This design comes from an exercise in tuning for small area, a short achievable clock period and few clock cycles on the open sky130 flow, not from production work.
The RTL was checked by simulation tests, not by an equivalence proof against the original design.

// vm_core
module vm_core (
    input  wire         clk,
    input  wire         rst,
    input  wire [159:0] image,
    output reg  [1:0]   run_state,
    output reg  [1:0]   fault_kind,
    output reg  [15:0]  fault_addr,
    output reg  [7:0]   fault_opcode,
    output reg  [2:0]   fault_op,
    output wire [15:0]  ip,
    output wire [15:0]  r1,
    output wire [15:0]  r2,
    output wire [159:0] mem
);
clock: 10.0 ns
lec_check: 0
abc_area: 1
cap_margin: 20
core_margin: 2
core_utilization: 45
setup_slack_margin: 4
slew_margin: 20
buffer_ports_args: -buffer_cell sky130_fd_sc_hd__buf_2
standard.sh (not shown) runs the stock make flow with config.mk's settings and CLKGATE_MAP_FILE= SYNTH_SCRIPT=/design/flow/synth_recipe.tcl, a recipe that flattens the netlist after the stock synthesis.
==> flow/flow/run.sh <==
#!/bin/bash
# The standard layout (standard.sh) with two changes to config.mk:
#  - the ports get plain buffers (buf_2) instead of delay cells;
#  - Yosys maps adders as plain logic for ABC instead of full-adder cells.
# Each tool's output goes to the ORFS logs under orfs/logs/; the make
# output goes to standard.log here.
set -euo pipefail
cp config.mk config_my.log
cat >> config.mk <<'CFG'
export BUFFER_PORTS_ARGS = -buffer_cell sky130_fd_sc_hd__buf_2
export ADDER_MAP_FILE =
CFG
bash standard.sh > standard.log 2>&1
The first run finished with timing, DRC and antenna clean.
Testbench counts at the start, summed over its fixed seeds: cycles 42,873.
Rerun with:
--- a/flow/design.v
+++ b/flow/design.v
@@ -226,30 +226,48 @@
             assign l2[gi] = pl[1] ? l4[gi + 2] : l4[gi];
         end
         for (gi = 0; gi < 2; gi = gi + 1) begin : g_l1
             assign lw[gi] = pl[0] ? l2[gi + 1] : l2[gi];
         end
     endgenerate
     wire [15:0] ld_word = {lw[1], lw[0]};
-    wire [15:0] imm   = {b3, b2};
     wire [15:0] opb   = is_addi ? imm : (is_sub ? ~src_b : src_b);
     wire [15:0] alu   = src_a + opb + {15'd0, is_sub};
     wire wr_ip  = (is_load | is_addi) && (b1[1:0] == 2'd0);
-    wire [15:0] wval = is_load ? ld_word : alu;
+    wire [15:0] lp_c   = (b1[1:0] == 2'd1) ? x2 : x1;      
+    wire [15:0] imm2   = {imm[14:0], 1'b0};
+    wire [15:0] imm4   = {imm[13:0], 2'b00};
+    wire [15:0] cs_s   = src_a ^ imm ^ imm2;                
+    wire [15:0] cs_c   = {(src_a[14:0] & imm[14:0]) | (src_a[14:0] & imm2[14:0]) |
+                          (imm[14:0] & imm2[14:0]), 1'b0};
+    wire [15:0] lp_v2  = src_a + imm2;
+    wire [15:0] lp_v3  = cs_s + cs_c;
+    wire [15:0] lp_v4  = src_a + imm4;
+    wire        lp_eq1 = (alu == lp_c);
+    wire        lp_eq2 = (lp_v2 == lp_c);
+    wire        lp_eq3 = (lp_v3 == lp_c);
+    wire        lp_out = lp_eq1 | lp_eq2 | lp_eq3;              
+    wire        lp_tok = (w0[1] <= 8'd19);                      
+    wire        loop   = lead && is_addi && (b1[1:0] != 2'd0) && trail &&
+                         (t_b1[4:0] == p0);
+    wire [15:0] lp_val = lp_eq1 ? alu : lp_eq2 ? lp_v2 : lp_eq3 ? lp_v3 : lp_v4;
+    wire [15:0] wval = is_load ? ld_word : loop ? lp_val : alu;
+    wire [15:0] imm   = {b3, b2};
     wire [4:0] pn     = px + (is_addi ? 5'd4 : 5'd3);
     wire       t_ok   = (is_load | is_add | is_sub | is_addi) && !wr_ip;
     wire [7:0] t_opc  = lead ? (is_addi ? w0[6] : w0[5]) : (is_addi ? w0[4] : w0[3]);
     wire [7:0] t_b1   = lead ? (is_addi ? w0[7] : w0[6]) : (is_addi ? w0[5] : w0[4]);
     wire       trail  = t_ok && (pn <= 5'd18) && (t_opc == OPC_JMP) && (t_b1 <= 8'd19);
     wire lo_je = (src_a[7:0] == OPC_JE);
     wire hi_je = (src_a[15:8] == OPC_JE);
     reg [4:0] ip_next;
     always @* begin
         if (taken)             ip_next = b1[4:0];
         else if (is_je)        ip_next = px + 5'd2;
+        else if (loop && lp_out && lp_tok) ip_next = w0[1][4:0];
         else if (trail)        ip_next = t_b1[4:0];
         else                   ip_next = pn;
     end
     integer i;
     always @(posedge clk) begin
         if (rst) begin
             m     <= image;
=> Now the flow finished but failed the layout checks on max-capacitance violations, max-slew violations. Worst setup slack loses 980 ps. Flip-flop and latch count does not change. Design area went up by 40%. Maximum frequency went down by about 14%. Hold slack gains 72 ps. First-iteration DRC count went up by about 56%. Area after synthesis went up by about 23%. Via count went up by 39%. Non-clock buffer count went up by 265. Die area went up by 23%. Global-route usage went up by 7.0 points. Cell count went up by about 34%. Register-to-register slack loses 1100 ps.
Testbench counts after the change, summed over its fixed seeds: cycles 19,625.

[afterwards: timing with drivers on the ports]
Ports are ideal in the flow. The routed layouts listed here were re-timed in OpenROAD. Step 1, drivers: a clkbuf_16 drives clk and a buf_2 each remaining input, both assumed. Step 2 adds t to the input delays and takes it off the output delays; t is the mean of the earliest and latest rising clock arrival at the registers after step 1. Input paths then give back, and output paths get back, about the clock's delay inside the block. a / b / c = ideal ports / drivers / drivers and shift; a / b = the first two.
run | t, ns | setup WS [ns] | worst hold slack (ns) | cell pins on the clock port's net
the first run | 0.625 | 3.960 / 3.898 / 4.092 | 0.542 / 0.542 / 0.542 | 1
the second run | 0.663 | 2.984 / 2.984 / 2.984 | 0.614 / 0.614 / 0.614 | 1
